Context: an optimization exercise on an open-source flow, tuned for small area. The choices shown serve that exercise and are no tape-out recipe.
Where RTL was checked, it was by simulation tests only, not by an equivalence proof against the original.
No driver is modelled on the clock port, so clock power and skew are understated where the tree is cut down; a real chip needs a root buffer or a tree.
Power is estimated from default activity; no workload was simulated.

Design daisy_core, start of the top module:
module daisy_core (
    input  wire       clk,
    input  wire       rst,
    input  wire       op_valid,
    input  wire [3:0] op,
    output wire       cmd_ready,
    output wire       rx_active,
    output wire       hop_request,
    output reg        rdata_valid,
    output wire [7:0] rdata,
    output reg        radio_req,
    output wire       radio_channel,
    output reg        sink_byte_valid,
    output wire [7:0] sink_byte,
    output wire       sink_commit,
    output reg        sink_begin,
    output wire       sink_begin_chan
);
    localparam [2:0] PH_OFF      = 3'd0;
    localparam [2:0] PH_WAITPRE  = 3'd2;
    localparam [2:0] PH_WAITSTA  = 3'd3;
    localparam [2:0] PH_PREFETCH = 3'd4;
    localparam [2:0] PH_PAYLOAD  = 3'd5;
    localparam [2:0] PH_HOP      = 3'd6;
    reg [2:0]  phase;
    reg [15:8] win;        
    reg [7:0]  acc;        
    reg [9:0]  cnt;
    reg [2:0]  ones;
    reg [15:0] crc;
    reg        prev_enc;
    reg        channel;
    reg [2:0]  err;
    reg [5:0]  tag;
    reg        waiting;
    reg [1:0]  sel;        
    wire ph_wp  = ~phase[2] &  phase[1] & ~phase[0];
    wire ph_ws  =  phase[1] &  phase[0];
    wire ph_pf  =  phase[2] & ~phase[1] & ~phase[0];
    wire ph_pl  =  phase[2] &  phase[0];
    wire ph_hop =  phase[2] &  phase[1];
    wire is_bit  = op_valid & (op[3:1] == 3'b000);
    wire task_ok = op_valid & ~waiting;
    wire rdone   = op_valid & (op == 4'h5) & waiting;
    wire op_stop = task_ok & (op == 4'h3);
    wire op_read = task_ok & (op[3:2] == 2'b10);
    wire hop_go  = task_ok & (op == 4'h4) & ph_hop;
    wire req     = (task_ok & (op == 4'h2)) | hop_go;
    wire d      = ~(prev_enc ^ op[0]);
    wire b      = win[8];
    wire flag_n = ({d, win[15:9]} == 8'h7E);
    wire pre_n  = ({d, win[15:9]} == 8'h55) & ({win[8], acc[7:1]} == 8'h55);
    wire c_lo7  = (cnt[2:0] == 3'd7);
    wire c_15   = cnt[4] | (cnt[3] & c_lo7);                  
    wire c_5    = cnt[4] | cnt[3] | (cnt[2] & (cnt[1] | cnt[0]));  
    wire c_1020 = &cnt[9:2];                      
    wire stuff_due = ones[2] & ~ones[1];                     
    wire pl_bit    = is_bit & ph_pl;
    wire stuff_err = pl_bit & stuff_due & b;
    wire pl_go     = pl_bit & ~(stuff_due & b);
    wire data_step = pl_bit & ~stuff_due;
    wire end_flag  = pl_go & flag_n;
  ...
Size: roughly 220 cells after synthesis, roughly 33 I/O pins.
==> module daisy_core, before the edit <==
module daisy_core (
    input  wire       clk,
    input  wire       rst,
    input  wire       op_valid,
    input  wire [3:0] op,
    output wire       cmd_ready,
    output wire       rx_active,
    output wire       hop_request,
    output reg        rdata_valid,
    output wire [7:0] rdata,
    output reg        radio_req,
    output wire       radio_channel,
    output reg        sink_byte_valid,
    output wire [7:0] sink_byte,
    output wire       sink_commit,
    output reg        sink_begin,
    output wire       sink_begin_chan
);
    localparam [2:0] PH_OFF      = 3'd0;
    localparam [2:0] PH_WAITPRE  = 3'd2;
    localparam [2:0] PH_WAITSTA  = 3'd3;
    localparam [2:0] PH_PREFETCH = 3'd4;
    localparam [2:0] PH_PAYLOAD  = 3'd5;
    localparam [2:0] PH_HOP      = 3'd6;
    reg [2:0]  phase;
    reg [15:8] win;        
    reg [7:0]  acc;        
    reg [9:0]  cnt;
    reg [2:0]  ones;
    reg [15:0] crc;
    reg        prev_enc;
    reg        channel;
    reg [2:0]  err;
    reg [5:0]  tag;
    reg        waiting;
    reg [1:0]  sel;        
    wire ph_wp  = ~phase[2] &  phase[1] & ~phase[0];
    wire ph_ws  =  phase[1] &  phase[0];
    wire ph_pf  =  phase[2] & ~phase[1] & ~phase[0];
    wire ph_pl  =  phase[2] &  phase[0];
    wire ph_hop =  phase[2] &  phase[1];
    wire is_bit  = op_valid & (op[3:1] == 3'b000);
    wire task_ok = op_valid & ~waiting;
    wire rdone   = op_valid & (op == 4'h5) & waiting;
    wire op_stop = task_ok & (op == 4'h3);
    wire op_read = task_ok & (op[3:2] == 2'b10);
    wire hop_go  = task_ok & (op == 4'h4) & ph_hop;
    wire req     = (task_ok & (op == 4'h2)) | hop_go;
    wire d      = ~(prev_enc ^ op[0]);
    wire b      = win[8];
    wire flag_n = ({d, win[15:9]} == 8'h7E);
    wire pre_n  = ({d, win[15:9]} == 8'h55) & ({win[8], acc[7:1]} == 8'h55);
    wire c_lo7  = (cnt[2:0] == 3'd7);
    wire c_15   = cnt[4] | (cnt[3] & c_lo7);                  
    wire c_5    = cnt[4] | cnt[3] | (cnt[2] & (cnt[1] | cnt[0]));  
    wire c_1020 = &cnt[9:2];                      
    wire stuff_due = ones[2] & ~ones[1];                     
    wire pl_bit    = is_bit & ph_pl;
    wire stuff_err = pl_bit & stuff_due & b;
    wire pl_go     = pl_bit & ~(stuff_due & b);
    wire data_step = pl_bit & ~stuff_due;
    wire end_flag  = pl_go & flag_n;
    wire noend     = data_step & ~flag_n & c_1020;
    reg  flag_seen;                                          
    wire crc_ok    = (crc == 16'hF0B8);
    wire wp_match   = is_bit & ph_wp & c_15 & pre_n;
    wire wp_hop     = is_bit & ph_wp & c_5 & (d == win[15]);    
    wire ws_flag    = is_bit & ph_ws & flag_n;
    wire ws_timeout = is_bit & ph_ws & ~flag_n & c_15;
    wire pf_end     = is_bit & ph_pf & c_lo7;
    wire do_reset = rdone | ws_timeout | stuff_err | end_flag | noend;
    wire cnt_clr  = do_reset | wp_match | ws_flag | pf_end;
    wire        shift_en = is_bit & ~(ph_pl & stuff_due);
    wire        cnt_inc  = shift_en;
    wire        fb       = b ^ crc[0];
    wire        fb_pl    = ph_pl & fb;
    wire [15:0] crc_n    = {~ph_pl | fb, crc[15:1]} ^ {5'b00000, fb_pl, 6'b000000, fb_pl, 3'b000};
    assign cmd_ready       = ~waiting;
    assign rx_active       = phase[2] | phase[1];
    assign hop_request     = ph_hop & ~waiting;
    assign radio_channel   = channel;
    assign sink_begin_chan = channel;
    assign sink_byte       = acc;
    assign sink_commit     = flag_seen & crc_ok;
    assign rdata = {sink_begin, radio_req,
                    (sel == 2'd2) ? tag[5:3] : 3'b000,
                    (sel == 2'd0) ? phase :
                    (sel == 2'd1) ? {2'b00, channel} :
                    (sel == 2'd2) ? tag[2:0] : err};
    reg [2:0] phase_n;
    always @* begin
        phase_n = phase;
        if (op_stop)         phase_n = PH_OFF;
        if (wp_match)        phase_n = PH_WAITSTA;
        if (wp_hop)          phase_n = PH_HOP;
        if (ws_flag)         phase_n = PH_PREFETCH;
        if (pf_end)          phase_n = PH_PAYLOAD;
        if (do_reset)        phase_n = PH_WAITPRE;
    end
    reg [2:0] err_n;
    always @* begin
        err_n = (rdata_valid && sel == 2'd3) ? 3'd0 : err;
        if (ws_timeout)             err_n = 3'd1;
        if (stuff_err)              err_n = 3'd2;
        if (noend)                  err_n = 3'd3;
        if (flag_seen && !crc_ok)   err_n = 3'd4;
    end
    always @(posedge clk) begin
        sel <= op[1:0];
        if (is_bit)
            win <= {d, win[15:9]};
        if (shift_en)
            acc <= {b, acc[7:1]};
        if (cnt_clr)
            cnt <= 10'd0;
        else if (cnt_inc)
            cnt <= cnt + 10'd1;
        if (is_bit)
            ones <= (ph_pl & b) ? {ones[1:0], ~ones[2]} : 3'b000;
        if (shift_en)
            crc <= crc_n;
        if (rst) begin
            phase    <= PH_OFF;
            prev_enc <= 1'b0;
            channel  <= 1'b0;
            err      <= 3'd0;
            tag      <= 6'd0;
            waiting  <= 1'b0;
            rdata_valid     <= 1'b0;
            radio_req       <= 1'b0;
            sink_byte_valid <= 1'b0;
            flag_seen       <= 1'b0;
            sink_begin      <= 1'b0;
        end else begin
            phase <= phase_n;
            if (is_bit)
                prev_enc <= op[0];
            if (hop_go)
                channel <= ~channel;
            err <= err_n;
            if (pf_end)
                tag <= {d, win[15:11]};
            if (req)
                waiting <= 1'b1;
            else if (rdone)
                waiting <= 1'b0;
            rdata_valid     <= op_read;
            radio_req       <= req;
            sink_byte_valid <= data_step & c_lo7;
            flag_seen       <= end_flag;
            sink_begin      <= do_reset;
        end
    end
endmodule
Settings: LEC_CHECK=0, CAP_MARGIN=20, CORE_MARGIN=2, CORE_UTILIZATION=40, SLEW_MARGIN=20; clock period 5.0 ns.
standard.sh (not shown) runs the stock make flow with config.mk's settings and CLKGATE_MAP_FILE= SYNTH_SCRIPT=/design/flow/synth_recipe.tcl, a recipe that flattens the netlist after the stock synthesis.
==> flow/flow/run.sh <==
#!/bin/bash
# Layout flow: the standard flow, with the standard synthesis unchanged,
# plus:
#  - an area-oriented re-mapping (ABC) of the combinational logic of the
#    standard synthesis netlist (flow/reopt.tcl); registers keep their names
#    and cell types, the standard netlist is kept as 1_2_yosys_standard.v;
#  - before clock tree synthesis, combinational cells at their smallest drive
#    strength (flow/downsize.tcl) and a clock tree of one level of clock
#    buffers driven by the clock port (flow/pre_cts.tcl);
#  - buf_1 port buffers.
# Each tool's output goes to a log of its own in this folder (synth.log,
# filter_lib.log, reopt.log, layout.log); ORFS keeps its per-step logs under
# orfs/logs.
set -euo pipefail
YOSYS=$(command -v yosys || echo "$FLOW_HOME/../tools/install/yosys/bin/yosys")
bash standard.sh synth > synth.log 2>&1
RES="$PWD/orfs/results/$FLOW_PLATFORM/daisy_core/base"
python3 flow/filter_lib.py "$FLOW_HOME/platforms/$FLOW_PLATFORM/lib/sky130_fd_sc_hd__tt_025C_1v80.lib" \
  "$PWD/reopt.lib" \
  "sky130_fd_sc_hd__probe_p_8 sky130_fd_sc_hd__probec_p_8 sky130_fd_sc_hd__lpflow_*" \
  > filter_lib.log 2>&1
cp "$RES/1_2_yosys.v" "$RES/1_2_yosys_standard.v"
FLOW_REOPT_LIB="$PWD/reopt.lib" FLOW_REOPT_IN="$RES/1_2_yosys_standard.v" \
  FLOW_REOPT_OUT="$RES/1_2_yosys.v" FLOW_TOP="$FLOW_TOP" FLOW_REOPT_DIR="$PWD/reopt" \
  "$YOSYS" -c flow/reopt.tcl > reopt.log 2>&1
rm -f "$PWD/reopt.lib"
bash standard.sh finish \
  "BUFFER_PORTS_ARGS=-buffer_cell sky130_fd_sc_hd__buf_1" \
  "PRE_CTS_TCL=$PWD/flow/pre_cts.tcl" \
  > layout.log 2>&1
Other scripts of this flow, unchanged in this note and not shown: flow/flow/downsize.tcl, flow/flow/filter_lib.py, flow/flow/pre_cts.tcl, flow/flow/reopt.tcl
Edit:
--- a/flow/design.v
+++ b/flow/design.v
@@ -11,5 +11,5 @@
     output reg        radio_req,
     output wire       radio_channel,
-    output reg        sink_byte_valid,
+    output wire       sink_byte_valid,
     output wire [7:0] sink_byte,
     output wire       sink_commit,
@@ -34,5 +34,4 @@
     reg [5:0]  tag;
     reg        waiting;
-    reg [1:0]  sel;        
     wire ph_wp  = ~phase[2] &  phase[1] & ~phase[0];
     wire ph_ws  =  phase[1] &  phase[0];
@@ -62,5 +61,8 @@
     wire end_flag  = pl_go & flag_n;
     wire noend     = data_step & ~flag_n & c_1020;
+    reg  bv;                                                 
     reg  flag_seen;                                          
+    wire [1:0] sel     = {flag_seen, bv};
+    wire       flag_ev = flag_seen & ~rdata_valid;
     wire crc_ok    = (crc == 16'hF0B8);
     wire wp_match   = is_bit & ph_wp & c_15 & pre_n;
@@ -82,5 +84,6 @@
     assign sink_begin_chan = channel;
     assign sink_byte       = acc;
-    assign sink_commit     = flag_seen & crc_ok;
+    assign sink_commit     = flag_ev & crc_ok;
+    assign sink_byte_valid = bv & ~rdata_valid;
     assign rdata = {sink_begin, radio_req,
                     (sel == 2'd2) ? tag[5:3] : 3'b000,
@@ -104,8 +107,7 @@
         if (stuff_err)              err_n = 3'd2;
         if (noend)                  err_n = 3'd3;
-        if (flag_seen && !crc_ok)   err_n = 3'd4;
+        if (flag_ev && !crc_ok)     err_n = 3'd4;
     end
     always @(posedge clk) begin
-        sel <= op[1:0];
         if (is_bit)
             win <= {d, win[15:9]};
@@ -129,5 +131,5 @@
             rdata_valid     <= 1'b0;
             radio_req       <= 1'b0;
-            sink_byte_valid <= 1'b0;
+            bv              <= 1'b0;
             flag_seen       <= 1'b0;
             sink_begin      <= 1'b0;
@@ -147,6 +149,6 @@
             rdata_valid     <= op_read;
             radio_req       <= req;
-            sink_byte_valid <= data_step & c_lo7;
-            flag_seen       <= end_flag;
+            bv              <= op_read ? op[0] : data_step & c_lo7;
+            flag_seen       <= op_read ? op[1] : end_flag;
             sink_begin      <= do_reset;
         end
Routed wire length grows by about 9%.
Worst setup slack is worse by 0.21 ns.
Clock power is about the same.
Power grows by about 2.2%.
Maximum frequency shrinks by about 5%.
Flip-flop and latch count shrinks by 2.
Utilization shrinks by 0.18 points.
Global-route usage grows by 1.0 points.
Synthesized area shrinks by about 1%.
Critical path depth grows by 2.
Sequential share of layout area shrinks by 0.84 points.
Function not checked in the second run of this note: the RTL went through the layout flow alone. In every run of this note, the design's own scripts or RTL, not TritonCTS, make the clock network.

========
The RTL this note starts from:
==> flow/design.v <==
module daisy_core (
    input  wire       clk,
    input  wire       rst,
    input  wire       op_valid,
    input  wire [3:0] op,
    output wire       cmd_ready,
    output wire       rx_active,
    output wire       hop_request,
    output reg        rdata_valid,
    output wire [7:0] rdata,
    output reg        radio_req,
    output wire       radio_channel,
    output reg        sink_byte_valid,
    output wire [7:0] sink_byte,
    output wire       sink_commit,
    output reg        sink_begin,
    output wire       sink_begin_chan
);
    localparam [2:0] PH_OFF      = 3'd0;
    localparam [2:0] PH_WAITPRE  = 3'd2;
    localparam [2:0] PH_WAITSTA  = 3'd3;
    localparam [2:0] PH_PREFETCH = 3'd4;
    localparam [2:0] PH_PAYLOAD  = 3'd5;
    localparam [2:0] PH_HOP      = 3'd6;
    reg [2:0]  phase;
    reg [15:8] win;        
    reg [7:0]  acc;        
    reg [9:0]  cnt;
    reg [2:0]  ones;
    reg [15:0] crc;
    reg        prev_enc;
    reg        channel;
    reg [2:0]  err;
    reg [5:0]  tag;
    reg        waiting;
    reg [1:0]  sel;        
    wire ph_wp  = ~phase[2] &  phase[1] & ~phase[0];
    wire ph_ws  =  phase[1] &  phase[0];
    wire ph_pf  =  phase[2] & ~phase[1] & ~phase[0];
    wire ph_pl  =  phase[2] &  phase[0];
    wire ph_hop =  phase[2] &  phase[1];
    wire is_bit  = op_valid & (op[3:1] == 3'b000);
    wire task_ok = op_valid & ~waiting;
    wire rdone   = op_valid & (op == 4'h5) & waiting;
    wire op_stop = task_ok & (op == 4'h3);
    wire op_read = task_ok & (op[3:2] == 2'b10);
    wire hop_go  = task_ok & (op == 4'h4) & ph_hop;
    wire req     = (task_ok & (op == 4'h2)) | hop_go;
    wire d      = ~(prev_enc ^ op[0]);
    wire b      = win[8];
    wire flag_n = ({d, win[15:9]} == 8'h7E);
    wire pre_n  = ({d, win[15:9]} == 8'h55) & ({win[8], acc[7:1]} == 8'h55);
    wire c_lo7  = (cnt[2:0] == 3'd7);
    wire c_15   = cnt[4] | (cnt[3] & c_lo7);                  
    wire c_5    = cnt[4] | cnt[3] | (cnt[2] & (cnt[1] | cnt[0]));  
    wire c_1020 = &cnt[9:2];                      
    wire stuff_due = ones[2] & ~ones[1];                     
    wire pl_bit    = is_bit & ph_pl;
    wire stuff_err = pl_bit & stuff_due & b;
    wire pl_go     = pl_bit & ~(stuff_due & b);
    wire data_step = pl_bit & ~stuff_due;
    wire end_flag  = pl_go & flag_n;
    wire noend     = data_step & ~flag_n & c_1020;
    reg  flag_seen;                                          
    wire crc_ok    = (crc == 16'hF0B8);
    wire wp_match   = is_bit & ph_wp & c_15 & pre_n;
    wire wp_hop     = is_bit & ph_wp & c_5 & (d == win[15]);    
    wire ws_flag    = is_bit & ph_ws & flag_n;
    wire ws_timeout = is_bit & ph_ws & ~flag_n & c_15;
    wire pf_end     = is_bit & ph_pf & c_lo7;
    wire do_reset = rdone | ws_timeout | stuff_err | end_flag | noend;
    wire cnt_clr  = do_reset | wp_match | ws_flag | pf_end;
    wire        shift_en = is_bit & ~(ph_pl & stuff_due);
    wire        cnt_inc  = shift_en;
    wire        fb       = b ^ crc[0];
    wire        fb_pl    = ph_pl & fb;
    wire [15:0] crc_n    = {~ph_pl | fb, crc[15:1]} ^ {5'b00000, fb_pl, 6'b000000, fb_pl, 3'b000};
    assign cmd_ready       = ~waiting;
    assign rx_active       = phase[2] | phase[1];
    assign hop_request     = ph_hop & ~waiting;
    assign radio_channel   = channel;
    assign sink_begin_chan = channel;
    assign sink_byte       = acc;
    assign sink_commit     = flag_seen & crc_ok;
    assign rdata = {sink_begin, radio_req,
                    (sel == 2'd2) ? tag[5:3] : 3'b000,
                    (sel == 2'd0) ? phase :
                    (sel == 2'd1) ? {2'b00, channel} :
                    (sel == 2'd2) ? tag[2:0] : err};
    reg [2:0] phase_n;
    always @* begin
        phase_n = phase;
        if (op_stop)         phase_n = PH_OFF;
        if (wp_match)        phase_n = PH_WAITSTA;
        if (wp_hop)          phase_n = PH_HOP;
        if (ws_flag)         phase_n = PH_PREFETCH;
        if (pf_end)          phase_n = PH_PAYLOAD;
        if (do_reset)        phase_n = PH_WAITPRE;
    end
    reg [2:0] err_n;
    always @* begin
        err_n = (rdata_valid && sel == 2'd3) ? 3'd0 : err;
        if (ws_timeout)             err_n = 3'd1;
        if (stuff_err)              err_n = 3'd2;
        if (noend)                  err_n = 3'd3;
        if (flag_seen && !crc_ok)   err_n = 3'd4;
    end
    always @(posedge clk) begin
        sel <= op[1:0];
        if (is_bit)
            win <= {d, win[15:9]};
        if (shift_en)
            acc <= {b, acc[7:1]};
        if (cnt_clr)
            cnt <= 10'd0;
        else if (cnt_inc)
            cnt <= cnt + 10'd1;
        if (is_bit)
            ones <= (ph_pl & b) ? {ones[1:0], ~ones[2]} : 3'b000;
        if (shift_en)
            crc <= crc_n;
        if (rst) begin
            phase    <= PH_OFF;
            prev_enc <= 1'b0;
            channel  <= 1'b0;
            err      <= 3'd0;
            tag      <= 6'd0;
            waiting  <= 1'b0;
            rdata_valid     <= 1'b0;
            radio_req       <= 1'b0;
            sink_byte_valid <= 1'b0;
            flag_seen       <= 1'b0;
            sink_begin      <= 1'b0;
        end else begin
            phase <= phase_n;
            if (is_bit)
                prev_enc <= op[0];
            if (hop_go)
                channel <= ~channel;
            err <= err_n;
            if (pf_end)
                tag <= {d, win[15:11]};
            if (req)
                waiting <= 1'b1;
            else if (rdone)
                waiting <= 1'b0;
            rdata_valid     <= op_read;
            radio_req       <= req;
            sink_byte_valid <= data_step & c_lo7;
            flag_seen       <= end_flag;
            sink_begin      <= do_reset;
        end
    end
endmodule
clock: 5.0 ns
lec_check: 0
cap_margin: 20
core_margin: 2
core_utilization: 40
slew_margin: 20
==> flow/flow/run.sh <==
#!/bin/bash
# Layout flow: the standard flow with the standard synthesis unchanged;
# port buffers are buf_1, and the clock tree is built by flow/pre_cts.tcl.
set -euo pipefail
bash standard.sh synth > synth.log 2>&1
bash standard.sh finish \
  "BUFFER_PORTS_ARGS=-buffer_cell sky130_fd_sc_hd__buf_1" \
  "PRE_CTS_TCL=$PWD/flow/pre_cts.tcl" \
  > layout.log 2>&1
Other scripts of this flow, unchanged in this note and not shown: flow/flow/pre_cts.tcl
Then changed:
--- a/flow/design.v
+++ b/flow/design.v
@@ -68,12 +68,12 @@
     wire ws_flag    = is_bit & ph_ws & flag_n;
     wire ws_timeout = is_bit & ph_ws & ~flag_n & c_15;
     wire pf_end     = is_bit & ph_pf & c_lo7;
     wire do_reset = rdone | ws_timeout | stuff_err | end_flag | noend;
     wire cnt_clr  = do_reset | wp_match | ws_flag | pf_end;
+    wire cnt_inc  = is_bit & (ph_wp | ph_ws | ph_pf | (ph_pl & ~stuff_due));
     wire        shift_en = is_bit & ~(ph_pl & stuff_due);
-    wire        cnt_inc  = shift_en;
     wire        fb       = b ^ crc[0];
     wire        fb_pl    = ph_pl & fb;
     wire [15:0] crc_n    = {~ph_pl | fb, crc[15:1]} ^ {5'b00000, fb_pl, 6'b000000, fb_pl, 3'b000};
     assign cmd_ready       = ~waiting;
     assign rx_active       = phase[2] | phase[1];
Result: The new run finished with timing, DRC and antenna clean; total power shrinks by 11%; setup slack gains 0.24 ns; via count goes down by 0.51%; clock power falls by about 4%; maximum frequency increases by 8.1%; worst hold slack stays flat; global-route usage goes up by 0.27 points; cell count came out lower by 1.1%; die area is about the same.
No run of this note takes its clock network from TritonCTS; it comes from the design's own scripts or RTL.

-- what the ideal ports hide --
How much do the figures lean on ideal ports? The routed layouts below were timed once more, with nothing changed but the port constraints.
Step 1, drivers: a clkbuf_16 drives clk and a buf_2 each remaining input, both assumed.
Step 2 also shifts input and output timing later by t, the mid clock arrival at the registers, as if the neighbouring blocks saw the same clock.
a / b / c = ideal / step 1 / step 2; a / b = the first two.
run	t, ns	setup slack, ns	worst data-port slew with drivers (ns)
the first run of note 1	0.215	1.203 / 1.240 / 1.025	0.03
the second run of note 1	0.213	0.995 / 1.030 / 0.816	0.03
the first run of note 2	0.220	1.838 / 1.875 / 1.656	0.03
the second run of note 2	0.214	2.074 / 2.112 / 1.897	0.03
After both steps setup and hold are still met in every run listed. The setup slack of the first run of note 2, which loses most, moves by +0.037 ns with the drivers and by -0.182 ns with both steps.
